From an optimization exercise on the open Yosys and OpenROAD flow, aimed at small area, a short achievable clock period and few clock cycles per item; shortcuts taken in it are not production practice. The RTL was checked by simulation tests, not by an equivalence proof against the original design. No activity file was given, so power comes from the tool's default toggle rates.

$ cat flow/flow/portbuf.txt
sky130_fd_sc_hd__buf_2
$ cat flow/constraint.sdc
create_clock -name core_clock -period 10.0 [get_ports {clk}]
set_input_delay 2.0000 -clock core_clock [delete_from_list [all_inputs] [get_ports {clk}]]
set_output_delay 2.0000 -clock core_clock [all_outputs]
set_load 0.01 [all_outputs]
$ cat flow/flow/run.sh
#!/bin/bash
# Own flow: the standard layout (standard synthesis unchanged), with
# - port buffers of a plain buffer cell (every port still gets one).
set -euo pipefail
MARGIN=$(cat flow/margin.txt)
PORTBUF=$(cat flow/portbuf.txt)
bash standard.sh SETUP_SLACK_MARGIN="$MARGIN" "BUFFER_PORTS_ARGS=-buffer_cell $PORTBUF" finish > flow_standard.log 2>&1
$ cat flow/standard.sh
#!/bin/bash
# synth_recipe.tcl (not shown) runs the flow's synth.tcl, then flattens the netlist and writes it again
# the make line also repeats each setting of config.mk as NAME=value (left out here)
make -C /OpenROAD-flow-scripts/flow DESIGN_CONFIG=/design/flow/config.mk WORK_HOME=/design/flow/orfs CLKGATE_MAP_FILE= SYNTH_SCRIPT=/design/flow/synth_recipe.tcl "${@:-finish}"
$ cat flow/design.v
module ct_meas (
    input  wire        clk,
    input  wire        rst,         
    input  wire        start,       
    input  wire        mode,        
    input  wire [1:0]  chan,        
    input  wire [15:0] raw,         
    output reg         ready,
    output reg         done,
    output reg         accept,
    output reg  [1:0]  chan_next,
    output wire [34:0] ohms,
    output wire [15:0] vmv,
    output wire [27:0] digits,      
    output reg         alert
);
    localparam [1:0] F_IDLE  = 2'd0,
                     F_NODIV = 2'd1,
                     F_DIV   = 2'd2;
    localparam [26:0] VDIV  = 27'd48904255;    
    localparam [26:0] VDIV3 = 27'd12495037;    
    reg [1:0]  state;
    reg [15:0] s;
    reg [17:0] s6;             
    reg [1:0]  ch;
    reg        md;
    reg        slo, shi;       
    reg [26:0] rem;            
    reg [4:0]  cnt;            
    reg        step1, step2;   
    reg [1:0]  xb;             
    reg [1:0]  qd;             
    reg [34:0] q;
    reg [27:0] bcd;
    reg        fin;            
    reg        b_md, b_neg, b_acc, b_al;
    reg [1:0]  b_ch, b_cn;
    reg        vneg;           
    wire neg  = s[15];
    wire last = (cnt == 5'd1);
    assign ohms   = q;
    assign vmv    = q[15:0] ^ {16{vneg}};
    assign digits = bcd;
    wire take = start && ready;
    wire signed [15:0] sraw = raw;
    wire in_lo  = (sraw <= 16'sd8000);
    wire in_hi  = (sraw >= 16'sd24000);
    wire in_pos = !raw[15] && (raw != 16'd0);
    wire in_acc = (!in_lo && !in_hi) || (chan == 2'd3 && in_lo) ||
                  (chan == 2'd0 && in_hi);
    wire in_nodiv = !mode && (!in_acc || !in_pos);
    wire [1:0] lsel = raw[14] ? 2'd3 : (raw[13] || chan != 2'd3) ? 2'd2 :
                      raw[12] ? 2'd1 : 2'd0;
    reg [15:0] r_init;
    reg [4:0]  k_init;
    reg [1:0]  x_init;
    always @(*) begin
        case ({chan, lsel})
            {2'd0, 2'd3}: begin r_init = 16'd15776 | {12'd0, raw[15:12]}; k_init = 5'd6; x_init = {raw[11], raw[10]}; end
            {2'd0, 2'd2}: begin r_init = 16'd15776 | {12'd0, raw[15:12]}; k_init = 5'd6; x_init = {raw[11], raw[10]}; end
            {2'd1, 2'd3}: begin r_init = 16'd9750; k_init = 5'd8; x_init = {raw[15], raw[14]}; end
            {2'd1, 2'd2}: begin r_init = 16'd9750; k_init = 5'd8; x_init = {raw[15], raw[14]}; end
            {2'd2, 2'd3}: begin r_init = 16'd25000; k_init = 5'd9; x_init = {1'b0, 1'b0}; end
            {2'd2, 2'd2}: begin r_init = 16'd6250; k_init = 5'd10; x_init = {1'b0, 1'b0}; end
            {2'd3, 2'd3}: begin r_init = 16'd10437; k_init = 5'd11; x_init = {1'b1, 1'b0}; end
            {2'd3, 2'd2}: begin r_init = 16'd10437; k_init = 5'd11; x_init = {1'b1, 1'b0}; end
            {2'd3, 2'd1}: begin r_init = 16'd2609; k_init = 5'd12; x_init = {1'b0, 1'b1}; end
            {2'd3, 2'd0}: begin r_init = 16'd0; k_init = 5'd18; x_init = {1'b1, 1'b0}; end
            default: begin r_init = 16'bx; k_init = 5'bx; x_init = 2'bx; end
        endcase
    end
    wire [26:0] rem_init = mode ? {2'b0, {raw, 9'd373} ^ {25{raw[15]}}} : {11'd0, r_init};
    wire [4:0]  cnt_init = mode ? 5'd8 : k_init;
    wire [1:0]  xb_init  = mode ? {raw[15], raw[15]} : x_init;
    wire       acc_i = md || (!slo && !shi) || (ch == 2'd3 && slo) ||
                       (ch == 2'd0 && shi);
    wire [1:0] cn_i  = (md || acc_i) ? ch : slo ? ch + 2'd1 : ch - 2'd1;
    reg [19:0] kc;
    always @(*) begin
        case (ch)
            2'd0:    kc = 20'd986;
            2'd1:    kc = 20'd9750;
            2'd2:    kc = 20'd100000;
            default: kc = 20'd668000;
        endcase
    end
    wire [5:0]  c_nx  = {cnt - 5'd1, 1'b0};
    wire [15:0] vtail = neg ? 16'd58368 : 16'd8192;
    wire [35:0] xres  = {kc, s};                  
    wire [1:0]  xb_nx = ready ? xb_init :
                        c_nx < 6'd2 ? 2'b00 :
                        md ? {vtail[c_nx[3:0] - 4'd1], vtail[c_nx[3:0] - 4'd2]} :
                        {xres[c_nx - 6'd1], xres[c_nx - 6'd2]};
    wire        sgn   = rem[26];
    wire [26:0] t     = {rem[25:0], xb[1]};            
    wire [26:0] t4    = {rem[24:0], xb};               
    wire [26:0] dvs   = md ? VDIV : {10'd0, s, 1'b0};   
    wire [26:0] dvs3  = md ? VDIV3 : {9'd0, s6};        
    wire [27:0] ad_w  = {t, 1'b1} + {dvs ^ {27{!sgn}}, !sgn};    
    wire        sgn2  = ad_w[27];
    wire [27:0] adp_w = {t4, 1'b1} + {sgn ? dvs : ~dvs3, !sgn};
    wire [27:0] adn_w = {t4, 1'b1} + {sgn ? dvs3 : ~dvs, !sgn};
    wire [26:0] rem_n = (adn_w[27:1] & {27{sgn2}}) | (adp_w[27:1] & {27{!sgn2}});
    wire [1:0]  qb    = {!sgn2, !rem_n[26]};
    function automatic [27:0] add3(input [27:0] b);
        integer n;
        reg [3:0] d;
        begin
            for (n = 0; n < 7; n = n + 1) begin
                d = b[4*n +: 4];
                add3[4*n+3] = d[3] | (d[2] & d[1]) | (d[2] & d[0]);
                add3[4*n+2] = (d[3] & d[0]) | (d[2] & !d[1] & !d[0]);
                add3[4*n+1] = (d[3] & !d[0]) | (!d[2] & d[1]) | (d[1] & d[0]);
                add3[4*n+0] = (d[3] & !d[0]) | (!d[3] & !d[2] & d[0]) |
                              (d[2] & d[1] & !d[0]);
            end
        end
    endfunction
    integer i;
    wire [27:0] bcd_h   = add3({bcd[26:0], qd[1]});    
    wire [27:0] bcd_sh  = {bcd_h[26:0], qd[0]};        
    wire [27:0] bcd_adj = add3(bcd_sh);
    reg [19:0] kneg;
    always @(*) begin
        case ({b_md, b_ch})
            3'd0:    kneg = 20'd1047590;  
            3'd1:    kneg = 20'd1038826;  
            3'd2:    kneg = 20'd948576;   
            3'd3:    kneg = 20'd380576;   
            default: kneg = 20'd0;
        endcase
    end
    wire [34:0] q_sh  = {q[32:0], qd};
    wire [20:0] lo_s  = {1'b0, q_sh[19:0]} + {1'b0, kneg};
    wire [14:0] hi_m1 = q_sh[34:20] - 15'd1;
    wire [34:0] q_cor = {(!b_md && !lo_s[20]) ? hi_m1 : q_sh[34:20], lo_s[19:0]};
    reg [27:0] kb6;
    always @(*) begin
        case ({b_md, b_ch})
            3'd0:    kb6 = 28'hFFFF67A;    
            3'd1:    kb6 = 28'hFFF68B6;    
            3'd2:    kb6 = 28'hFF66666;    
            3'd3:    kb6 = 28'hF998666;    
            default: kb6 = 28'h6666666;
        endcase
    end
    wire [29:0] bc_w  = {1'b0, bcd_sh, 1'b1} + {1'b0, kb6, b_md && b_neg};
    wire [27:0] xs    = bc_w[28:1];
    wire [6:0]  dcy;
    genvar g;
    generate
        for (g = 0; g < 6; g = g + 1) begin : dcarry
            assign dcy[g] = xs[4*g+4] ^ bcd_sh[4*g+4] ^ kb6[4*g+4];
        end
    endgenerate
    assign dcy[6] = bc_w[29];
    reg [27:0] bcd_cor;
    always @(*) begin
        for (i = 0; i < 7; i = i + 1)
            bcd_cor[4*i +: 4] = dcy[i] ? xs[4*i +: 4] : xs[4*i +: 4] - 4'd6;
    end
    always @(posedge clk) begin
        if (ready) begin
            s   <= raw;
            s6  <= {raw, 2'b00} + {1'b0, raw, 1'b0};
            ch  <= chan;
            md  <= mode;
            slo <= in_lo;
            shi <= in_hi;
        end
        rem   <= ready ? rem_init : rem_n;
        cnt   <= ready ? cnt_init : cnt - 5'd1;
        xb    <= xb_nx;
        qd    <= qb;
        step1 <= take && !in_nodiv;
        step2 <= step1;
        if (state != F_IDLE && (step1 || state == F_NODIV)) begin
            b_md  <= md;
            b_neg <= neg;
            b_ch  <= ch;
            b_acc <= acc_i;
            b_cn  <= cn_i;
            b_al  <= !md && ch == 2'd0 && !neg && s >= 16'd30295;
        end
        accept    <= b_acc;
        chan_next <= b_cn;
        vneg      <= b_md && b_neg;
        alert     <= b_al;
        if (fin) begin
            q   <= q_cor;
            bcd <= bcd_cor;
        end else if (step2) begin
            q   <= {33'd0, qd};
            bcd <= {26'd0, qd};
        end else begin
            q   <= q_sh;
            bcd <= bcd_adj;
        end
        if (rst) begin
            state <= F_IDLE;
            fin   <= 1'b0;
            done  <= 1'b0;
            ready <= 1'b1;
        end else begin
            ready <= take ? in_nodiv : (state != F_DIV || cnt <= 5'd2);
            done <= fin;
            fin  <= (state == F_NODIV) || (state == F_DIV && last);
            if (take)
                state <= in_nodiv ? F_NODIV : F_DIV;
            else if (state != F_DIV || last)
                state <= F_IDLE;
        end
    end
endmodule
$ cat flow/flow/margin.txt
6.0
$ cat flow/config.mk
export PLATFORM = sky130hd
export DESIGN_NAME = ct_meas
export DESIGN_NICKNAME = ct_meas
export VERILOG_FILES = /design/flow/design.v
export SDC_FILE = /design/flow/constraint.sdc
export NUM_CORES = 4
export LEC_CHECK = 0
export CAP_MARGIN = 20
export CORE_MARGIN = 2
export CORE_UTILIZATION = 60
export CTS_BUF_LIST = sky130_fd_sc_hd__clkbuf_4 sky130_fd_sc_hd__clkbuf_8
export PLACE_DENSITY = 0.65
export SETUP_SLACK_MARGIN = 5
export SLEW_MARGIN = 20
==> flow_summary.yaml, run 1 <==
synthesis:
  synth_edf_count: 45
  postSynthRegisterBits: 156
  ys_types: 94
  yosysWarnings: 1
  synthFlopType: "dfxtp_1"
  synthesis.area_mm2: 0.0149
  netlist_instances: 1884
  synth.top_cell.area_share_pct: 14.9
  syn_avg_cell_area_um2: 7.91
  async_flop_share_pct: 0
  syn_nets: 2065
  ys_seq_area_share_pct: 24.0
  synth_area_leader_cell: "dfxtp_1"
  synth_area_leaders: "dfxtp_1, ha_1, edfxtp_1, a21oi_1, xnor2_1"
grt:
  overflow: 0
  antenna_found_initial: 0
  grt_usage_pct: 31.8
  grt_max_degree: 71
  grt_pass1_vias: 13000
  grt_pass1_wl_um: 66600
floorplan:
  pin_count: 107
  rows: 57
  start_util_pct: 61.1
  die_w_um: 162
  die_area_mm2: 0.0261
  core_mm2: 0.0244
  die_h_um: 162
worst_setup_path:
  crit_chain: "buf_4 -> or3_4 -> buf_12 -> ha_4 -> and3_4 -> o311ai_4 -> a21oi_2 -> a21o_2 -> a21oi_4 -> maj3_2 -> a2bb2oi_1 -> nand3b_1 -> ha_2 -> nor2_4 -> nand4_1 -> o21a_1 -> or3_1 -> a41o_1"
  critPathBufInv: 2
  cp_data_required_time_ps: 10390
  endpoint_kind: "flip-flop"
  max_stage_delay_ps: 440
  worst_path_max_delay_cell: "or3_4"
  cp_top_family: "simple AND/OR/NAND/NOR gates"
  cp.arrival_ps: 4520
  critPathMaxFanout: 5
  critical_path_class: "flip-flop to flip-flop"
  start_kind: "flip-flop"
job:
  maxCapViolations: 0
timing:
  fin_tns_setup_ps: 0
  slew_headroom_pct: 34.7
  rsz0062_at_grt: "yes"
  final.min_clock_period_ps: 4130
  setup_violations: 0
  maxSlewViolCount: 0
  skew_ps: 21.6
  hold_viol: 0
  finalCritPeriodShare_pct: 41.3
  worst_slew_pin_slew_ps: 973
  clock.fmax_mhz: 242
layout:
  area_growth_syn_to_layout_pct: 12.3
  instances_no_fill: 2295
  fin_util_pct: 68.7
  drive_gt1_share_pct: 16.1
  nets: 2139
  diodes: 0
pwr:
  switching_share_pct: 49.8
  p_comb_share_pct: 73.7
  powerDensity_mw_per_mm2: 363
  finalPower_mw: 6.08
  clkPwrFrac_pct: 8.8
  ir_drop_uv: 267
  p_seq_share_pct: 17.5
  p_switching_mw: 3.02
  p_int_mw: 3.05
  power.leakage_nw: 7.37
min_path:
  hp-class: "flip-flop to flip-flop"
place:
  dp_hpwl_um: 31600
  dpl.cell_count: 2216
  gp_congestion: 0.945
  io_buffers: 106
cts:
  cts_buffers: 17
  htreeDepth: 4
  holdBufCountCts: 0
  clock_sinks: 156
  clock-root-buffer: "clkbuf_8"
  path_clk_slew_ps: 110
  cts_tree: "yes"
  clkLatencyLatePin_ps: 490
  cts_buffer_depth: 2
route:
  drt-pass1-iter-count: 6
  drc_errors: 0
  drt-total-wl_um: 43600
  first_iter_violations: 1253
  drtAntennaViolNets: 0
  via_per_inst: 6.24
  vias: 14300
  route.detailed.wl_per_inst_um: 19.0
status:
  status: "complete, no violations"
[cells in the mapped netlist, types with 40 or more instances]
| master | count |
|---|---|
| edfxtp_1 | 45 |
| xor2_1 | 65 |
| xnor2_1 | 87 |
| nand2_1 | 183 |
| a21oi_1 | 166 |
| nor2_1 | 136 |
| a21o_1 | 43 |
| o21ai_0 | 141 |
| nand3_1 | 42 |
| dfxtp_1 | 111 |
| clkbuf_1 | 60 |
| nor3_1 | 40 |
| inv_1 | 88 |
| ha_1 | 157 |
[repair_timing]
| item | CTS | global route |
|---|---|---|
| endpoints found under the setup margin | 63 | 42 |
| buffers inserted | 13 | 31 |
| gates cloned | 0 | 3 |
| gates resized for setup | 27 | 87 |
| pin swaps | 8 | 38 |
[worst paths after layout]
kind              startpoint       to  slack [ps]  depth (start not counted)
setup / recovery        b_md  bcd[27]        5870                         18
hold / removal         b_acc   accept         330                          0
setup reg to reg        b_md  bcd[27]        5870                         18
hold reg to reg        b_acc   accept         330                          0
[state kept, by name (all words and copies together) (netlist names), 2 cells and up]
signal     count
s             16
cnt            5
q             35
b_cn           2
ch             2
xb             2
chan_next      2
state          2
rem           27
b_ch           2
s6            16
bcd           28
qd             2
[per-stage QoR]
step | cell area (µm²) | hold slack, ps | setup slack, ps
after floorplan | 15000 | 323 | 5990
after global placement | 15400 | 328 | 5020
after detailed placement | 15400 | 328 | 4850
after CTS | 16100 | 330 | 5770
after global routing | 16800 | 349 | 5760
final | 16800 | 330 | 5870
[per-layer routing]
metal | GRT usage [%] | up-vias | wire [µm]
met1 | 37.2 | 6766 | 18100
met5 | 0 | - | 0
li1 | - | 6980 | -
met4 | 16.5 | 0 | 2280
met2 | 56.9 | 442 | 21500
met3 | 4.01 | 124 | 1800
[power groups by stage]
stage | clock (mW) | combinational [mW] | sequential (mW)
after floorplan | 0 | 3.27 | 0.981
after detailed placement | 0 | 4.00 | 1.06
after global routing | 0.567 | 4.91 | 1.09
final | 0.537 | 4.48 | 1.06
after CTS | 0.541 | 4.10 | 1.05
after global placement | 0 | 3.94 | 1.05
[final cells by class]
| type | instances | area [µm²] |
|---|---|---|
| multi-input combinational | 1530 | 10900 |
| sequential | 156 | 3590 |
| clock buffer | 18 | 241 |
| timing repair buffer | 160 | 1020 |
| tap | 324 | 405 |
| inverter | 93 | 372 |
| fill | 2121 | 7640 |
| clock inverter | 14 | 183 |
[kinds of logic after synthesis]
logic type / synth area share [%]
compound gates: 25.8
simple gates: 18.4
buf+inv: 5.94
flops: 24.0
mux: 2.79
xor+xnor: 9.36
fa+ha+maj: 13.8
[worst reg2reg max path: cells and delay by family (launching register included)]
family,cells,cell delay (ps)
compound gates,7,1170
fa+ha+maj,3,860
simple gates,6,1320
buf+inv,2,310
flops,1,390
[layout by cell type (no fill, tap or decap), types with 15 or more instances in the layout]
master	instances
nand4_1	15
o21ai_0	127
a211oi_1	15
buf_4	47
nand2_1	180
o21a_1	21
or3_1	26
and3_1	22
edfxtp_1	45
nor2b_1	23
clkbuf_8	17
o21bai_1	16
xnor2_1	87
nand3_1	40
inv_1	84
a21oi_1	158
o31ai_1	15
buf_2	104
mux2i_1	27
nor2_1	130
nor3_1	36
nand2b_1	25
o22ai_1	19
xor2_1	65
a31oi_1	22
o211ai_1	19
dfxtp_1	101
a21o_1	41
ha_1	143
o21ai_1	24
Testbench counts, summed over its fixed seeds: cycles 14,789, items 2,048.
==> run 2: changes to the inputs <==
==> flow/flow/margin.txt (replaced) <==
5.5
==> run 2 against run 1 <==
  * Global-route usage grew 0.053 points
  * Critical endpoint unchanged
  * Clock-buffer cell count down 1
  * Wire length decreased by 4.3%
  * Worst hold slack improved by 18 ps
  * Critical path type unchanged
  * Sequential power barely moved
  * First-iteration DRC count grew 2.6%
  * Area after synthesis unchanged
  * Core utilization fell by 2.8 points
  * Still clean on timing, DRC and antenna
==> flow_summary.yaml, run 2 <==
status:
  status: "complete, no violations"
pwr:
  power.leakage_nw: 7.13
  ir_drop_uv: 229
  powerDensity_mw_per_mm2: 355
  finalPower_mw: 5.70
timing:
  skew_ps: 23.2
  slew_headroom_pct: 40.1
  setup_violations: 0
  fin_tns_setup_ps: 0
  maxSlewViolCount: 0
  hold_ws_ps: 348
  final.min_clock_period_ps: 4290
  clock.fmax_mhz: 233
  hold_viol: 0
  finalCritPeriodShare_pct: 42.9
  worst_slack_ps: 5710
  rsz0062_at_grt: "yes"
  worst_slew_pin_slew_ps: 897
worst_setup_path:
  start_kind: "flip-flop"
  rrSetupSlack_ps: 5710
  cp_top_family: "simple AND/OR/NAND/NOR gates"
  crit_chain: "or3_4 -> nand2_2 -> ha_2 -> and2_1 -> nand2_1 -> a211oi_2 -> and3_1 -> a21o_2 -> a21oi_4 -> maj3_2 -> a2bb2oi_1 -> nand3b_1 -> ha_1 -> nor2_2 -> nand4_1 -> o21a_1 -> or3_1 -> a41o_1"
  endpoint_kind: "flip-flop"
  timing.rr.start: "b_ch[0]"
  critical_path_class: "flip-flop to flip-flop"
  cp.arrival_ps: 4680
  rr_worst_depth: 18
  critPathMaxFanout: 10
  worst_path_max_delay_cell: "edfxtp_1"
  critPathBufInv: 0
  r2r-end: "bcd[27]"
  max_stage_delay_ps: 500
  cp_data_required_time_ps: 10390
synthesis:
  ys_top_cells_by_count: "nand2_1, a21oi_1, ha_1, o21ai_0, nor2_1"
  synthesis.area_mm2: 0.0149
  async_flop_share_pct: 0
  synthFlopType: "dfxtp_1"
  synth_area_leaders: "dfxtp_1, ha_1, edfxtp_1, a21oi_1, xnor2_1"
  synth.top_cell.area_share_pct: 14.9
  synth_edf_count: 45
  synth_most_common_cell: "nand2_1"
  syn_nets: 2065
  synth_area_leader_cell: "dfxtp_1"
  postSynthRegisterBits: 156
  syn_avg_cell_area_um2: 7.91
  netlist_instances: 1884
  ys_types: 94
  ys_seq_area_share_pct: 24.0
  yosysWarnings: 1
floorplan:
  die_area_mm2: 0.0261
  core_mm2: 0.0244
  start_util_pct: 61.1
  pin_count: 107
  rows: 57
  die_h_um: 162
  die_w_um: 162
layout:
  layout_common_cells: "nand2_1, a21oi_1, ha_1, o21ai_0, nor2_1"
  top_register: "q"
  largest_reg_flops: 35
  drive_gt1_share_pct: 12.3
  multiInputGateArea_mm2: 0.0106
  layout_commonest_cell: "nand2_1"
  top_regs: "q: 35 flops, bcd: 28 flops, rem: 27 flops"
  ff_latch_area_mm2: 0.00358
  diodes: 0
  nets: 2109
  area_growth_syn_to_layout_pct: 7.79
  nFillCells: 2195
place:
  place_ws_ps: 4530
  gp_congestion: 0.933
  io_buffers: 106
  dp_hpwl_um: 31400
grt:
  grt_max_degree: 71
  grt_usage_pct: 31.9
  grt_pass1_vias: 13100
  grt_pass1_wl_um: 67000
  overflow: 0
  antenna_found_initial: 0
cts:
  clock_sinks: 156
  cts_tree: "yes"
  cts_buffers: 17
  cts_buffer_depth: 2
  htreeDepth: 4
  clkLatencyLatePin_ps: 490
  clock-root-buffer: "clkbuf_8"
  path_clk_slew_ps: 100
route:
  via_per_inst: 6.19
  wl_met1_um: 17700
  drtAntennaViolNets: 0
  drc_errors: 0
  drt-total-wl_um: 41700
  first_iter_violations: 1285
  drt-pass1-iter-count: 7
  wl_met3_um: 2210
  vias: 14000
  route.detailed.wl_per_inst_um: 18.4
  route.met2.wl_um: 20000
  top_layer_used: "met4"
job:
  maxCapViolations: 0
min_path:
  min_to: "chan_next[1]"
  hp-class: "flip-flop to flip-flop"
  hp-start: "b_cn[1]"
  whs_path_depth: 0
run 2: changes by cell type in the layout (fill, tap and decap cells not counted), sizes merged:
cell	before	now
buf	157	131
clkbuf	21	17
inv	95	98
bufinv	3	1
a211o	12	11
run 2: power breakdown:
part	leakage, nW	internal, mW	switching [mW]
logic	5.57	1.79	2.38
clock network	0.190	0.205	0.288
registers	1.37	0.822	0.223
run 2: how the worst max path moves through the flow:
| stage | cells past startpoint | start | to | slack [ps] |
|---|---|---|---|---|
| after global routing | 21 | b_md | bcd[27] | 5430 |
| after detailed placement | 20 | b_md | bcd[27] | 4530 |
| after global placement | 21 | b_md | bcd[27] | 4710 |
| after CTS | 20 | b_md | bcd[27] | 5330 |
| final | 18 | b_ch[0] | bcd[27] | 5710 |
| after floorplan | 12 | raw[0] | s6[16] | 5770 |
run 2: cell type report:
cell class | count | area share (%)
Sequential cell | 156 | 22.3
Tap cell | 324 | 2.52
Clock inverter | 15 | 0.934
Inverter | 93 | 2.23
Clock buffer | 17 | 1.46
Multi-Input combinational cell | 1529 | 66.0
Timing Repair Buffer | 131 | 4.52
run 2: layer usage:
metal / track usage (%) / up-vias
li1: - / 6918
met1: 40.0 / 6519
met2: 54.7 / 467
met3: 3.88 / 120
met4: 14.8 / 0
met5: 0 / -
run 2: cells by family (layout without fill, tap and decap cells):
family	count (synthesis)	in the layout	synth area share (%)
DFF	156	156	24.0
adders and majority gates	164	164	13.8
muxes	36	36	2.79
xor gates and xnor gates	156	156	9.36
AOI/OAI and AO/OA	601	601	25.8
buffers and inverters	199	256	5.94
and+or+nand+nor	572	572	18.4
run 2: stage by stage:
step / area, µm² / util, % / cells
final: 16100 / 65.9 / 2265
after global routing: 16100 / 65.9 / 2265
after CTS: 15800 / 64.8 / 2252
after detailed placement: 15400 / 63.1 / 2218
after global placement: 15400 / 63.1 / 2218
after floorplan: 14900 / - / 1884
run 2: repair_timing:
action                     in CTS  in global routing
resized for setup               5                 46
setup endpoints to repair      43                 30
hold buffers                    0                  0
setup buffers                   2                 13
pin swaps                       0                  9
==> run 3: changes to the inputs <==
--- a/flow/design.v
+++ b/flow/design.v
@@ -36,11 +36,17 @@
     reg        b_md, b_neg, b_acc, b_al;
     reg [1:0]  b_ch, b_cn;
     reg        vneg;           
+    reg [6:0]  dfix;           
     wire neg  = s[15];
     wire last = (cnt == 5'd1);
     assign ohms   = q;
     assign vmv    = q[15:0] ^ {16{vneg}};
-    assign digits = bcd;
+    genvar g;
+    generate
+        for (g = 0; g < 7; g = g + 1) begin : dout
+            assign digits[4*g +: 4] = dfix[g] ? bcd[4*g +: 4] - 4'd6 : bcd[4*g +: 4];
+        end
+    endgenerate
     wire take = start && ready;
     wire signed [15:0] sraw = raw;
     wire in_lo  = (sraw <= 16'sd8000);
@@ -147,18 +153,12 @@
     wire [29:0] bc_w  = {1'b0, bcd_sh, 1'b1} + {1'b0, kb6, b_md && b_neg};
     wire [27:0] xs    = bc_w[28:1];
     wire [6:0]  dcy;
-    genvar g;
     generate
         for (g = 0; g < 6; g = g + 1) begin : dcarry
             assign dcy[g] = xs[4*g+4] ^ bcd_sh[4*g+4] ^ kb6[4*g+4];
         end
     endgenerate
     assign dcy[6] = bc_w[29];
-    reg [27:0] bcd_cor;
-    always @(*) begin
-        for (i = 0; i < 7; i = i + 1)
-            bcd_cor[4*i +: 4] = dcy[i] ? xs[4*i +: 4] : xs[4*i +: 4] - 4'd6;
-    end
     always @(posedge clk) begin
         if (ready) begin
             s   <= raw;
@@ -182,13 +182,14 @@
             b_cn  <= cn_i;
             b_al  <= !md && ch == 2'd0 && !neg && s >= 16'd30295;
         end
+        dfix      <= ~dcy;
         accept    <= b_acc;
         chan_next <= b_cn;
         vneg      <= b_md && b_neg;
         alert     <= b_al;
         if (fin) begin
             q   <= q_cor;
-            bcd <= bcd_cor;
+            bcd <= xs;
         end else if (step2) begin
             q   <= {33'd0, qd};
             bcd <= {26'd0, qd};
==> flow/flow/margin.txt (replaced) <==
6.5
==> run 3 against run 2 <==
  * Clock skew decreased by 0.62 ps
  * Sequential cell count grew 7
  * Maximum frequency is 15% higher
  * Sequential share of layout area is 1.9 points lower
  * Cell area grew 15%
  * Via count is 4.8% higher
  * Worst hold slack improved by 0.51 ps
  * Combinational power increased by 21%
  * Non-clock buffer count rose by 125
  * Critical path type is now input pin to flip-flop
  * Largest cell class unchanged
==> flow_summary.yaml, run 3 <==
synthesis:
  synth_area_leaders: "dfxtp_1, ha_1, edfxtp_1, o21ai_0, xnor2_1"
  yosysWarnings: 1
  async_flop_share_pct: 0
  synthesis.area_mm2: 0.0147
  synth_xor_area_share_pct: 9.92
  synth_edf_count: 45
  syn_nets: 2028
  synth_top_family_by_area: "compound AO/OA/AOI/OAI gates"
  synthAdderAreaFrac_pct: 13.7
  synth_area_leader_cell: "dfxtp_1"
  synth-simple-area-share_pct: 16.7
  postSynthRegisterBits: 163
  ys_top_cells_by_count: "o21ai_0, nand2_1, a21oi_1, ha_1, nor2_1"
  netlist_instances: 1849
  synth.top_cell.area_share_pct: 16.0
  synthFlopType: "dfxtp_1"
  synth_compound_area_share_pct: 26.5
  synth_most_common_cell: "o21ai_0"
  muxShareOfSynthArea_pct: 1.45
  ys_seq_area_share_pct: 25.2
  syn_avg_cell_area_um2: 7.97
  ys_types: 87
layout:
  top_regs: "q: 35 flops, bcd: 28 flops, rem: 27 flops"
  largest_reg_flops: 35
  drive_gt1_share_pct: 28.1
  final_cell_area_mm2: 0.0185
  layout_commonest_cell: "nand2_1"
  fin_util_pct: 76.4
  diodes: 0
  layout_common_cells: "nand2_1, a21oi_1, o21ai_0, ha_1, buf_4"
  nets: 2187
  area_growth_syn_to_layout_pct: 25.6
  top_register: "q"
worst_setup_path:
  endpoint_kind: "flip-flop"
  cp.arrival_ps: 3970
  rr_worst_depth: 18
  critPathMaxFanout: 4
  critical_path_class: "input pin to flip-flop"
  start_kind: "input pin"
  cp_data_required_time_ps: 10250
route:
  first_iter_violations: 1488
  drtAntennaViolNets: 0
  via_per_inst: 6.27
  route.detailed.wl_per_inst_um: 19.8
  drt-pass1-iter-count: 6
  vias: 14700
  drt-total-wl_um: 46400
  drc_errors: 0
min_path:
  hp-class: "flip-flop to flip-flop"
  whs_path_depth: 0
cts:
  clkLatencyLatePin_ps: 490
  cts_buffers: 17
  clock_sinks: 163
  htreeDepth: 4
  clock-root-buffer: "clkbuf_8"
  cts_tree: "yes"
  cts_buffer_depth: 2
  path_clk_slew_ps: 110
  holdBufCountCts: 0
status:
  status: "complete, no violations"
floorplan:
  die_w_um: 161
  die_area_mm2: 0.0258
  pin_count: 107
  core_mm2: 0.0242
  start_util_pct: 60.8
  rows: 57
  die_h_um: 161
job:
  maxCapViolations: 0
pwr:
  powerDensity_mw_per_mm2: 361
  ir_drop_uv: 278
  finalPower_mw: 6.69
  power.leakage_nw: 7.77
timing:
  worst_slew_pin_slew_ps: 829
  rsz0062_at_grt: "yes"
  skew_ps: 22.6
  maxSlewViolCount: 0
  hold_ws_ps: 348
  final.min_clock_period_ps: 3720
  slew_headroom_pct: 44.8
  fin_tns_setup_ps: 0
  finalCritPeriodShare_pct: 37.2
  hold_viol: 0
  clock.fmax_mhz: 269
  setup_violations: 0
place:
  dp_hpwl_um: 30900
  placement.cell_area_mm2: 0.0152
  io_buffers: 106
  gp_congestion: 0.957
grt:
  grt_pass1_vias: 13200
  overflow: 0
  antenna_found_initial: 0
  grt_pass1_wl_um: 68000
  grt_max_degree: 63
  grt_usage_pct: 32.8
-- run 3: cell types whose count changed in the layout (fill, tap and decap cells not counted), moves of 22 or more --
cell     change
buf_6       +27
a21oi_1     -32
nor2_1      -22
ha_4        +27
buf_4       +89
ha_1        -35
inv_1       -31
-- run 3: worst paths after layout --
kind          start       to  slack, ps
min            b_al    alert        350
min reg2reg    b_al    alert        350
max          raw[1]   s6[16]       6280
max reg2reg      md  rem[23]       6280
-- run 3: per-layer routing --
| metal | wire (µm) | track usage (%) | vias to the layer above |
|---|---|---|---|
| met5 | 0 | 0 | - |
| met3 | 3340 | 5.04 | 157 |
| li1 | - | - | 7027 |
| met1 | 18300 | 39.8 | 6833 |
| met4 | 2620 | 19.0 | 0 |
| met2 | 22100 | 55.3 | 684 |
-- run 3: power by group --
group / switching, mW / total (mW) / leakage (nW) / internal, mW
Combinational: 2.73 / 5.05 / 6.12 / 2.32
Sequential: 0.266 / 1.14 / 1.44 / 0.872
Clock: 0.306 / 0.495 / 0.204 / 0.188
-- run 3: cells by family after synthesis --
| group | after synthesis |
|---|---|
| simple gates | 517 |
| buf+inv | 206 |
| compound gates | 619 |
| mux | 16 |
| flops | 163 |
| xor+xnor | 166 |
| fa+ha+maj | 162 |
-- run 3: stage by stage --
stage	std cells	setup slack (ps)
floorplan	1849	5910
CTS	2279	6280
global route	2345	6150
finish	2345	6280
detailed placement	2167	5270
global placement	2167	5370
-- run 3: cell type report --
| cell class | instances | area (µm²) |
|---|---|---|
| multi-input cells | 1483 | 11500 |
| fillers | 1757 | 5730 |
| flip-flops and latches | 163 | 3770 |
| repair buffers | 256 | 2090 |
| well taps | 324 | 405 |
| inverters | 86 | 388 |
| clock buffers | 17 | 234 |
| clock inverters | 15 | 158 |
| repair inverters | 1 | 5.00 |
-- run 3: worst max-delay path, cell delays in order --
cell and delay [ps]:
buf_8 90, ha_4 130, inv_2 40, fa_2 350, nor2b_2 140, o21ai_2 70
a21oi_2 170, o21ai_2 80, a21boi_2 170, o2111ai_2 170, a31oi_2 230, a21o_1 150
a21oi_2 60, xnor2_1 120
-- run 3: what timing repair did --
item,in CTS,in global routing
endpoints found under the setup margin,98,81
gates resized for setup,164,254
hold endpoints to repair,0,0
buffers inserted,74,58
cloned,6,8
pin swaps,59,123
Testbench counts of run 3, summed over its fixed seeds: cycles 14,789, items 2,048.
==> run 4: changes to the inputs <==
==> flow/flow/margin.txt (replaced) <==
5.75
==> run 4 against run 3 <==
  * Sequential power down 4%
  * Wire length down 12%
  * First-iteration DRC count up 0.20%
  * Worst setup slack worse by 360 ps
  * Clock power up 1%
  * Still clean on timing, DRC and antenna
  * Clock skew down 3.3 ps
  * Register-to-register slack worse by 360 ps
  * Via count down 6.3%
  * Sequential cell count unchanged
  * Critical path depth down 1
  * Core utilization down 11 points
==> flow_summary.yaml, run 4 <==
cts:
  clkLatencyLatePin_ps: 500
  clock_sinks: 163
  holdBufCountCts: 0
  cts_buffers: 17
  cts_buffer_depth: 2
  htreeDepth: 4
  cts_tree: "yes"
  clock-root-buffer: "clkbuf_8"
  path_clk_slew_ps: 110
route:
  drtAntennaViolNets: 0
  via_per_inst: 6.19
  route.detailed.wl_per_inst_um: 18.3
  drc_errors: 0
  drt-pass1-iter-count: 8
  drt-total-wl_um: 40800
  first_iter_violations: 1491
  vias: 13800
place:
  gp_congestion: 1.03
  dpl.cell_count: 2169
  io_buffers: 106
  placement.cell_area_mm2: 0.0151
  dp_hpwl_um: 30700
layout:
  drive_gt1_share_pct: 12.3
  nets: 2069
  ff_latch_area_mm2: 0.00372
  multiInputGateArea_mm2: 0.0102
  layout_common_cells: "o21ai_0, nand2_1, a21oi_1, ha_1, nor2_1"
  layout_commonest_cell: "o21ai_0"
  largest_reg_flops: 35
  top_register: "q"
  nFillCells: 2111
  area_growth_syn_to_layout_pct: 7.58
  diodes: 0
  instances_no_fill: 2227
  top_regs: "q: 35 flops, bcd: 28 flops, rem: 27 flops"
  final_cell_area_mm2: 0.0159
synthesis:
  ys_top_cells_by_count: "o21ai_0, nand2_1, a21oi_1, ha_1, nor2_1"
  synth_area_leaders: "dfxtp_1, ha_1, edfxtp_1, o21ai_0, xnor2_1"
  postSynthRegisterBits: 163
  synth_most_common_cell: "o21ai_0"
  syn_avg_cell_area_um2: 7.97
  synthFlopType: "dfxtp_1"
  async_flop_share_pct: 0
  syn_nets: 2028
  synth_edf_count: 45
  synth.top_cell.area_share_pct: 16.0
  synth_area_leader_cell: "dfxtp_1"
  synthesis.area_mm2: 0.0147
  ys_types: 87
  netlist_instances: 1849
  yosysWarnings: 1
  ys_seq_area_share_pct: 25.2
timing:
  worst_slew_pin_slew_ps: 883
  hold_viol: 0
  clock.fmax_mhz: 245
  hold_ws_ps: 356
  rsz0062_at_grt: "no"
  finalCritPeriodShare_pct: 40.8
  fin_tns_setup_ps: 0
  setup_violations: 0
  maxSlewViolCount: 0
  skew_ps: 19.2
  final.min_clock_period_ps: 4080
  slew_headroom_pct: 41.1
worst_setup_path:
  cp.arrival_ps: 4520
  critical_path_class: "flip-flop to flip-flop"
  endpoint_kind: "flip-flop"
  critPathMaxFanout: 12
  start_kind: "flip-flop"
  cp_data_required_time_ps: 10440
floorplan:
  pin_count: 107
  start_util_pct: 60.8
  die_h_um: 161
  die_area_mm2: 0.0258
  core_mm2: 0.0242
  die_w_um: 161
  rows: 57
grt:
  grt_pass1_wl_um: 64900
  antenna_found_initial: 0
  overflow: 0
  grt_usage_pct: 31.3
  grt_max_degree: 64
  grt_pass1_vias: 12500
job:
  maxCapViolations: 0
pwr:
  power.leakage_nw: 6.87
  powerDensity_mw_per_mm2: 335
  ir_drop_uv: 227
min_path:
  hp-class: "flip-flop to flip-flop"
status:
  status: "complete, no violations"
-- run 4: cell counts after synthesis --
Identical to the previous run, type by type.
-- run 4: cells by family after synthesis --
logic type / Yosys count / share of synthesized area, %
DFF: 163 / 25.2
xor gates and xnor gates: 166 / 9.92
AOI/OAI and AO/OA: 619 / 26.5
adders and majority gates: 162 / 13.7
and+or+nand+nor: 517 / 16.7
buffers and inverters: 206 / 6.46
muxes: 16 / 1.45
-- run 4: layout make-up --
type,count,share of cell area [%]
inverter,86,2.14
clock buffer,18,1.56
timing repair buffer,142,5.24
sequential,163,23.4
tap,324,2.56
multi-input combinational,1480,64.1
clock inverter,14,0.994
-- run 4: report_power, final --
group          switching, mW  internal, mW
registers              0.241         0.859
clock network          0.306         0.196
logic                   2.13          1.57
-- run 4: stage by stage --
step                power [mW]  utilization [%]  setup slack (ps)
floorplan                 3.86                -              5760
finish                    5.31             65.4              5920
CTS                       5.18             64.5              5780
detailed placement        4.64             62.5              4570
global placement          4.60             62.3              4700
global route              5.79             65.4              5730
-- run 4: path summary, 6_finish.rpt --
kind                            from     to  slack, ps  depth (start not counted)
worst max-delay path            b_md  q[33]       5920                         13
worst min-delay path            b_al  alert        360                          0
worst min register to register  b_al  alert        360                          0
worst max register to register  b_md  q[33]       5920                         13
-- run 4: per-layer routing --
layer / global-route usage (%) / vias to the layer above / share of wire [%]
met1: 39.1 / 6380 / 42
met5: 0 / - / 0
met3: 3.87 / 113 / 5.8
met4: 15.5 / 0 / 5.0
li1: - / 6763 / -
met2: 53.4 / 525 / 47
-- run 4: critical path, cell delays in order (launching register included) --
cell      delay (ps)
edfxtp_1         480
buf_4            220
a21oi_1          280
ha_1             340
and3_1           220
nand3_1          160
o22ai_1          170
a211oi_4         320
o221ai_2         180
o21a_4           270
or4_4            440
or3_4            440
nor4_2           300
mux2i_1          210
-- run 4: timing repair --
item | in CTS | in global routing
buffers inserted | 5 | 21
pin swaps | 0 | 3
resized for setup | 10 | 17
gates cloned | 0 | 0
endpoints found under the setup margin | 42 | 36
==> run 5: changes to the inputs <==
==> flow/flow/margin.txt (replaced) <==
6.25
==> run 5 against run 4 <==
  * Still clean on timing, DRC and antenna
  * Critical path type is now input pin to flip-flop
  * Cell area up 7.2%
  * Synthesized cell count unchanged
  * Sequential share of layout area down 1.5 points
==> flow_summary.yaml, run 5 <==
timing:
  maxSlewViolCount: 0
  skew_ps: 25.1
  worst_slew_pin_slew_ps: 822
  rsz0062_at_grt: "yes"
  hold_ws_ps: 343
  clock.fmax_mhz: 261
  slew_headroom_pct: 45.2
  hold_viol: 0
  finalCritPeriodShare_pct: 38.3
  setup_violations: 0
  fin_tns_setup_ps: 0
  worst_slack_ps: 6170
  final.min_clock_period_ps: 3830
route:
  drc_errors: 0
  vias: 14400
  via_per_inst: 6.31
  drt-total-wl_um: 44300
  first_iter_violations: 1539
  drt-pass1-iter-count: 7
  drtAntennaViolNets: 0
  route.detailed.wl_per_inst_um: 19.4
pwr:
  power.leakage_nw: 7.29
  powerDensity_mw_per_mm2: 343
  ir_drop_uv: 234
synthesis:
  async_flop_share_pct: 0
  synth_area_leaders: "dfxtp_1, ha_1, edfxtp_1, o21ai_0, xnor2_1"
  synthesis.area_mm2: 0.0147
  synth_area_leader_cell: "dfxtp_1"
  netlist_instances: 1849
  syn_nets: 2028
  synth_most_common_cell: "o21ai_0"
  synth_compound_area_share_pct: 26.5
  ys_top_cells_by_count: "o21ai_0, nand2_1, a21oi_1, ha_1, nor2_1"
  synth_edf_count: 45
  yosysWarnings: 1
  synth.top_cell.area_share_pct: 16.0
  ys_seq_area_share_pct: 25.2
  syn_avg_cell_area_um2: 7.97
  muxShareOfSynthArea_pct: 1.45
  synthFlopType: "dfxtp_1"
  synth-simple-area-share_pct: 16.7
  synth_xor_area_share_pct: 9.92
  ys_types: 87
  synthAdderAreaFrac_pct: 13.7
  synth_top_family_by_area: "compound AO/OA/AOI/OAI gates"
  postSynthRegisterBits: 163
floorplan:
  die_h_um: 161
  rows: 57
  die_w_um: 161
  start_util_pct: 60.8
  die_area_mm2: 0.0258
  pin_count: 107
  core_mm2: 0.0242
layout:
  area_growth_syn_to_layout_pct: 15.4
  ff_latch_area_mm2: 0.00373
  nFillCells: 2027
  layout_commonest_cell: "nand2_1"
  drive_gt1_share_pct: 19.2
  instances_no_fill: 2289
  final_cell_area_mm2: 0.0170
  multiInputGateArea_mm2: 0.0106
  diodes: 0
  largest_reg_flops: 35
  nets: 2131
  layout_common_cells: "nand2_1, o21ai_0, a21oi_1, ha_1, nor2_1"
  top_register: "q"
  top_regs: "q: 35 flops, bcd: 28 flops, rem: 27 flops"
grt:
  grt_usage_pct: 32.5
  antenna_found_initial: 0
  grt_pass1_vias: 13000
  grt_max_degree: 67
  grt_pass1_wl_um: 67800
  overflow: 0
cts:
  clock_sinks: 163
  holdBufCountCts: 0
  cts_buffer_depth: 2
  cts_buffers: 17
  clock-root-buffer: "clkbuf_8"
  htreeDepth: 4
  cts_tree: "yes"
  clkLatencyLatePin_ps: 490
  path_clk_slew_ps: 120
place:
  place_ws_ps: 4620
  dpl.cell_count: 2166
  io_buffers: 106
  gp_congestion: 1.01
  placement.cell_area_mm2: 0.0152
  dp_hpwl_um: 30700
min_path:
  hp-class: "flip-flop to flip-flop"
worst_setup_path:
  cp.arrival_ps: 4150
  critPathMaxFanout: 4
  endpoint_kind: "flip-flop"
  cp_data_required_time_ps: 10320
  start_kind: "input pin"
  critical_path_class: "input pin to flip-flop"
job:
  maxCapViolations: 0
status:
  status: "complete, no violations"
## run 5: cell types whose count changed in the layout (fill, tap and decap cells not counted), sizes merged
cell      previous run  this run
buf                142       197
inv                 89        88
clkinvlp             3         6
bufbuf               0         1
clkbuf              18        21
clkinv               8         9
## run 5: final cells by class
type	instances	area share, %
Multi-Input combinational cell	1480	62.6
Timing Repair inverter	2	0.0883
Tap cell	324	2.38
Inverter	86	2.08
Clock inverter	15	0.942
Timing Repair Buffer	202	8.63
Clock buffer	17	1.38
Sequential cell	163	21.9
## run 5: cell families after synthesis
kind of cell / after synthesis
compound gates: 619
simple gates: 517
buf+inv: 206
xor+xnor: 166
flops: 163
fa+ha+maj: 162
mux: 16
## run 5: metrics by stage
step / total power [mW] / utilization (%)
5_1_grt: 6.28 / 70.1
3_3_place_gp: 4.60 / 62.6
6_report: 5.83 / 70.1
2_1_floorplan: 3.86 / -
4_1_cts: 5.36 / 66.9
3_5_place_dp: 4.64 / 62.6
## run 5: critical path: stages
cell and delay [ps]:
buf_8 110, ha_4 230, a21o_1 200, a21oi_2 200
nor2b_2 80, nor2_2 140, o21ai_2 90, a41oi_2 300
a211oi_2 130, o21a_1 250, o21a_1 220, o311ai_2 200
## run 5: final timing paths
kind	startpoint	to	slack, ps	cells past startpoint
worst max register to register	rem[26]	rem[23]	6350	14
worst max-delay path	raw[2]	s6[17]	6170	12
worst min-delay path	b_al	alert	340	0
worst min register to register	b_al	alert	340	0
## run 5: report_power, final
group	switching, mW	total [mW]	internal (mW)
clock	0.310	0.498	0.188
combinational	2.35	4.23	1.88
sequential	0.240	1.10	0.862
total	2.90	5.83	2.93
## run 5: per-layer routing
layer	global-route usage (%)	vias to the layer above	wire [µm]
met2	55.9	601	21200
met5	0	-	0
met1	40.8	6797	18100
met3	3.93	139	2710
met4	15.3	0	2270
li1	-	6896	-
## run 5: timing repair
| action | 4_1_cts | 5_1_grt |
|---|---|---|
| setup buffers | 51 | 35 |
| pin swaps | 20 | 50 |
| endpoints found under the setup margin | 66 | 63 |
| hold endpoints to repair | 0 | 0 |
| cloned | 2 | 3 |
| resized for setup | 54 | 116 |
==> run 6: changes to the inputs <==
==> flow/flow/margin.txt (replaced) <==
6.0
==> run 6 against run 5 <==
  * Highest routed layer unchanged
  * Worst setup slack worse by 120 ps
  * Still clean on timing, DRC and antenna
  * Critical path depth up 2
  * Die area stayed put
  * Cell area fell by 5.5%
  * Worst hold slack worse by 0.81 ps
  * Register-to-register slack lost 230 ps
  * Maximum frequency down 3.0%
  * Sequential cell count is the same
  * Synthesized cell count unchanged
  * First-iteration DRC count shrank 26%
  * Final cell count down 2.4%
==> flow_summary.yaml, run 6 <==
timing:
  final.min_clock_period_ps: 3950
  setup_violations: 0
  hold_viol: 0
  skew_ps: 30.5
  finalCritPeriodShare_pct: 39.5
  rsz0062_at_grt: "no"
  clock.fmax_mhz: 253
  maxSlewViolCount: 0
  slew_headroom_pct: 42.8
  worst_slew_pin_slew_ps: 859
  fin_tns_setup_ps: 0
worst_setup_path:
  cp_data_required_time_ps: 10260
  rr_worst_depth: 14
  crit_path_start: "raw[0]"
  critPathMaxFanout: 4
  crit_path_frequent_cell: "a21oi_2"
  critical_path_class: "input pin to flip-flop"
  max_stage_delay_ps: 370
  endpoint_kind: "flip-flop"
  crit_chain: "clkbuf_4 -> ha_4 -> inv_2 -> fa_2 -> nor2b_1 -> o21ai_1 -> a21oi_2 -> o21ai_2 -> a21boi_2 -> o2111ai_2 -> a31oi_2 -> a21o_1 -> a21oi_2 -> xnor2_1"
  cp.arrival_ps: 4210
  worst_path_max_delay_cell: "fa_2"
  timing.rr.start: "md"
  start_kind: "input pin"
route:
  drtAntennaViolNets: 0
  first_iter_violations: 1144
  drt-total-wl_um: 41700
  drt-pass1-iter-count: 7
  drc_errors: 0
  route.detailed.wl_per_inst_um: 18.6
  via_per_inst: 6.18
  vias: 13800
layout:
  layout_common_cells: "nand2_1, o21ai_0, ha_1, a21oi_1, nor2_1"
  fin_util_pct: 66.2
  instances_no_fill: 2235
  nets: 2077
  final_cell_area_mm2: 0.0161
  layout_commonest_cell: "nand2_1"
  drive_gt1_share_pct: 14.2
  largest_reg_flops: 35
  diodes: 0
  area_growth_syn_to_layout_pct: 9.01
  top_register: "q"
  top_regs: "q: 35 flops, bcd: 28 flops, rem: 27 flops"
cts:
  clkLatencyLatePin_ps: 490
  path_clk_slew_ps: 120
  cts_buffer_depth: 2
  htreeDepth: 4
  cts_tree: "yes"
  clock-root-buffer: "clkbuf_8"
  cts_buffers: 17
  clock_sinks: 163
grt:
  antenna_found_initial: 0
  grt_pass1_vias: 12800
  grt_pass1_wl_um: 65800
  overflow: 0
  grt_max_degree: 67
  grt_usage_pct: 31.6
min_path:
  hp-class: "flip-flop to flip-flop"
  hp-start: "b_al"
  whs_path_depth: 0
synthesis:
  synthFlopType: "dfxtp_1"
  muxShareOfSynthArea_pct: 1.45
  syn_avg_cell_area_um2: 7.97
  synthAdderAreaFrac_pct: 13.7
  synth_edf_count: 45
  postSynthRegisterBits: 163
  async_flop_share_pct: 0
  synth_most_common_cell: "o21ai_0"
  ys_top_cells_by_count: "o21ai_0, nand2_1, a21oi_1, ha_1, nor2_1"
  synth_compound_area_share_pct: 26.5
  ys_types: 87
  synth_xor_area_share_pct: 9.92
  syn_nets: 2028
  synth.top_cell.area_share_pct: 16.0
  synth_top_family_by_area: "compound AO/OA/AOI/OAI gates"
  yosysWarnings: 1
  synth_area_leader_cell: "dfxtp_1"
  netlist_instances: 1849
  synth-simple-area-share_pct: 16.7
  synthesis.area_mm2: 0.0147
  ys_seq_area_share_pct: 25.2
  synth_area_leaders: "dfxtp_1, ha_1, edfxtp_1, o21ai_0, xnor2_1"
floorplan:
  rows: 57
  die_w_um: 161
  die_h_um: 161
  start_util_pct: 60.8
  pin_count: 107
  core_mm2: 0.0242
  die_area_mm2: 0.0258
pwr:
  p_int_mw: 2.67
  switching_share_pct: 50.4
  power.leakage_nw: 6.94
  p_seq_share_pct: 20.5
  finalPower_mw: 5.38
  p_switching_mw: 2.71
  powerDensity_mw_per_mm2: 335
  ir_drop_uv: 210
  clkPwrFrac_pct: 9.7
  p_comb_share_pct: 69.8
place:
  dpl.cell_count: 2166
  io_buffers: 106
  placement.cell_area_mm2: 0.0151
  gp_congestion: 0.978
  dp_hpwl_um: 30800
job:
  maxCapViolations: 0
status:
  status: "complete, no violations"
-- run 6: cell counts after synthesis --
Identical to the previous run, type by type.
-- run 6: timing repair --
item                                    4_1_cts  5_1_grt
gates cloned                                  0        1
resized for setup                            18       38
buffers inserted                             24       12
pin swaps                                     4       14
endpoints found under the setup margin       57       45
hold buffers                                  0        0
-- run 6: power by group through the flow --
stage	logic, mW	registers [mW]	clock network (mW)
5_1_grt	4.16	1.13	0.550
4_1_cts	3.61	1.09	0.527
2_1_floorplan	2.86	0.997	0
6_report	3.75	1.10	0.520
3_3_place_gp	3.48	1.11	0
3_5_place_dp	3.52	1.11	0
-- run 6: cell type report --
class                      count  area [µm²]
multi-input combinational   1480       10300
sequential                   163        3720
inverter                      86         334
timing repair buffer         150         902
fill                        2182        8180
tap                          324         405
clock inverter                15         183
clock buffer                  17         234
-- run 6: through the flow --
step / hold WS (ps) / worst slack [ps]
after floorplan: 323 / 5910
after global routing: 360 / 5980
after detailed placement: 332 / 4960
final: 342 / 6050
after global placement: 326 / 5120
after CTS: 347 / 6010
-- run 6: cells by family after synthesis --
group | count (synthesis)
AND/OR/NAND/NOR | 517
multiplexers | 16
flip-flops | 163
buffers and inverters | 206
AO/OA/AOI/OAI | 619
XOR/XNOR | 166
adder cells (fa/ha/maj) | 162
-- run 6: final timing paths --
path | end | slack (ps)
max | s6[16] | 6050
min reg2reg | alert | 340
max reg2reg | rem[23] | 6120
min | alert | 340
-- run 6: worst max-delay path, delay by kind of cell --
family / cells / cell delay (ps)
xor gates and xnor gates: 1 / 120
adders and majority gates: 2 / 520
and+or+nand+nor: 1 / 160
AOI/OAI and AO/OA: 8 / 1200
buffers and inverters: 2 / 210
-- run 6: layer usage --
metal | global-route usage, % | up-vias | wire [µm]
li1 | - | 6784 | -
met1 | 38.6 | 6384 | 17400
met2 | 55.0 | 519 | 19800
met3 | 4.29 | 122 | 2340
met4 | 15.5 | 0 | 2100
met5 | 0 | - | 0
==> run 7: changes to the inputs <==
--- a/flow/config.mk
+++ b/flow/config.mk
@@ -9,6 +9,6 @@
 export CORE_MARGIN = 2
 export CORE_UTILIZATION = 60
 export CTS_BUF_LIST = sky130_fd_sc_hd__clkbuf_4 sky130_fd_sc_hd__clkbuf_8
-export PLACE_DENSITY = 0.65
+export PLACE_DENSITY = 0.75
 export SETUP_SLACK_MARGIN = 5
 export SLEW_MARGIN = 20
==> run 7 against run 6 <==
  * Critical path type unchanged
  * Core utilization down 0.23 points
  * Largest cell class unchanged
  * Worst hold slack worse by 1.9 ps
  * Area after synthesis is the same
  * Still clean
  * Via count rose by 1.3%
==> flow_summary.yaml, run 7 <==
status:
  status: "complete, no violations"
worst_setup_path:
  cp.arrival_ps: 4250
  crit_path_frequent_cell: "o21a_1"
  critPathMaxFanout: 5
  worst_path_max_delay_cell: "ha_1"
  start_kind: "input pin"
  cp_top_family: "compound AO/OA/AOI/OAI gates"
  critPathBufInv: 1
  cp_data_required_time_ps: 10300
  critical_path_class: "input pin to flip-flop"
  max_stage_delay_ps: 290
  endpoint_kind: "flip-flop"
  crit_chain: "clkbuf_4 -> ha_1 -> a21o_1 -> a21oi_2 -> nor2b_1 -> nor2_1 -> o21ai_0 -> a41oi_2 -> a211oi_1 -> o21a_1 -> o21a_1 -> o311ai_1"
timing:
  worst_slew_pin_slew_ps: 1000
  skew_ps: 26.0
  hold_viol: 0
  setup_violations: 0
  fin_tns_setup_ps: 0
  rsz0062_at_grt: "yes"
  slew_headroom_pct: 32.9
  finalCritPeriodShare_pct: 39.5
  clock.fmax_mhz: 253
  final.min_clock_period_ps: 3950
  maxSlewViolCount: 0
layout:
  top_register: "q"
  ff_latch_area_mm2: 0.00372
  layout_commonest_cell: "nand2_1"
  fin_util_pct: 66.0
  layout_common_cells: "nand2_1, o21ai_0, a21oi_1, ha_1, nor2_1"
  diodes: 0
  nFillCells: 2136
  drive_gt1_share_pct: 13.4
  multiInputGateArea_mm2: 0.0103
  top_regs: "q: 35 flops, bcd: 28 flops, rem: 27 flops"
  final_cell_area_mm2: 0.0160
  largest_reg_flops: 35
  area_growth_syn_to_layout_pct: 8.63
  nets: 2064
grt:
  grt_max_degree: 62
  grt_most_used_layer: "met2"
  grt_pass1_vias: 13100
  met3_usage_pct: 4.65
  met1_usage_pct: 38.6
  grt_pass1_wl_um: 65600
  grt_usage_pct: 31.3
  met2_usage_pct: 54.0
  antenna_found_initial: 0
  overflow: 0
cts:
  cts_tree: "yes"
  cts_buffer_depth: 2
  holdBufCountCts: 0
  clock_sinks: 163
  clock-root-buffer: "clkbuf_8"
  htreeDepth: 4
  path_clk_slew_ps: 110
  cts_buffers: 17
  clkLatencyLatePin_ps: 480
synthesis:
  netlist_instances: 1849
  async_flop_share_pct: 0
  syn_avg_cell_area_um2: 7.97
  synthFlopType: "dfxtp_1"
  ys_top_cells_by_count: "o21ai_0, nand2_1, a21oi_1, ha_1, nor2_1"
  syn_nets: 2028
  synthesis.area_mm2: 0.0147
  ys_types: 87
  synth_most_common_cell: "o21ai_0"
  synth_edf_count: 45
  ys_seq_area_share_pct: 25.2
  synth.top_cell.area_share_pct: 16.0
  synth_area_leaders: "dfxtp_1, ha_1, edfxtp_1, o21ai_0, xnor2_1"
  postSynthRegisterBits: 163
  synth_area_leader_cell: "dfxtp_1"
  yosysWarnings: 1
pwr:
  ir_drop_uv: 240
  p_switching_mw: 2.73
  clkPwrFrac_pct: 9.4
  power.leakage_nw: 6.87
  switching_share_pct: 50.7
  p_seq_share_pct: 20.5
  p_comb_share_pct: 70.1
  powerDensity_mw_per_mm2: 337
  p_int_mw: 2.66
floorplan:
  pin_count: 107
  die_h_um: 161
  die_area_mm2: 0.0258
  core_mm2: 0.0242
  rows: 57
  start_util_pct: 60.8
  die_w_um: 161
route:
  route.detailed.wl_per_inst_um: 18.7
  drt-pass1-iter-count: 8
  drtAntennaViolNets: 0
  drc_errors: 0
  first_iter_violations: 1441
  drt-total-wl_um: 41500
  vias: 14000
  via_per_inst: 6.30
job:
  maxCapViolations: 0
min_path:
  hp-class: "flip-flop to flip-flop"
place:
  io_buffers: 106
  dp_hpwl_um: 30600
  gp_congestion: 0.996
  placement.cell_area_mm2: 0.0151
-- run 7: layer usage --
metal  wire (µm)  vias up
met5           0        -
met4        1770        0
met3        2850      121
met2       19800      630
met1       17100     6483
li1            -     6754
-- run 7: area by class of cell --
type,count,area share (%)
clock buffers,18,1.55
clock inverters,14,0.977
inverters,86,2.11
multi-input cells,1480,64.3
flip-flops and latches,163,23.2
well taps,324,2.53
repair buffers,136,5.26
repair inverters,1,0.0313
-- run 7: per-stage QoR --
| stage | hold WS, ps | setup WS (ps) | cells | power [mW] |
|---|---|---|---|---|
| final | 340 | 6050 | 2222 | 5.39 |
| after detailed placement | 327 | 5260 | 2167 | 4.63 |
| after floorplan | 323 | 5910 | 1849 | 3.86 |
| after global routing | 354 | 5890 | 2222 | 5.85 |
| after CTS | 345 | 5950 | 2208 | 5.20 |
| after global placement | 329 | 5430 | 2167 | 4.57 |
-- run 7: logic make-up (layout without fill, tap and decap cells) --
kind of cell / Yosys count / after routing / share of synthesized area, %
simple gates: 517 / 517 / 16.7
mux: 16 / 16 / 1.45
fa+ha+maj: 162 / 162 / 13.7
buf+inv: 206 / 255 / 6.46
flops: 163 / 163 / 25.2
compound gates: 619 / 619 / 26.5
xor+xnor: 166 / 166 / 9.92
-- run 7: power by group through the flow --
stage               clock (mW)  combinational [mW]  sequential, mW
floorplan                    0                2.86           0.997
global placement             0                3.46            1.11
detailed placement           0                3.52            1.11
CTS                      0.507                3.60            1.09
global route             0.534                4.19            1.13
finish                   0.505                3.78            1.10
-- run 7: worst paths after layout --
check	from	cells past startpoint	slack, ps	endpoint
worst max-delay path	raw[1]	12	6050	s6[17]
worst min-delay path	b_acc	0	340	accept
worst max register to register	b_ch[0]	14	6170	q[33]
worst min register to register	b_acc	0	340	accept
-- run 7: what timing repair did --
item                                   CTS  global route
cloned                                   0             2
buffers inserted                         9            12
endpoints found under the hold margin    0             0
resized for setup                       19            40
setup endpoints to repair               53            38
pin swaps                                1             8

==> port drivers added, routing unchanged <==
No port has a modelled driver above. Below, the same layouts with a new extraction and two added sets of constraints. Step 1 sets driving cells, clkbuf_16 on the clock port and buf_2 on the other inputs (assumed; they add their load-dependent delay and slew). Step 2, shift: input delay + t, output delay - t, t = (earliest + latest rising clock arrival at the registers) / 2. This alone moves slack from input paths to output paths. a / b / c = ideal / step 1 / step 2; a / b = the first two.
run	shift t [ns]	setup slack, ns	latest minus earliest clock arrival (ns)	worst data-port slew with drivers (ns)
run 1	0.534	5.873 / 5.873 / 5.613	0.022 / 0.022	0.04
run 2	0.526	5.706 / 5.706 / 5.255	0.024 / 0.025	0.03
run 3	0.528	6.277 / 6.270 / 5.742	0.023 / 0.023	0.16
run 4	0.538	5.922 / 5.922 / 5.415	0.022 / 0.022	0.04
run 5	0.519	6.170 / 6.165 / 5.646	0.026 / 0.026	0.07
run 6	0.524	6.050 / 6.078 / 5.554	0.031 / 0.031	0.03
run 7	0.513	6.046 / 6.067 / 5.554	0.026 / 0.026	0.04
After both steps every run listed still meets setup and hold. The setup slack of run 3, which loses most, moves by -0.007 ns with the drivers and by -0.535 ns with both steps.
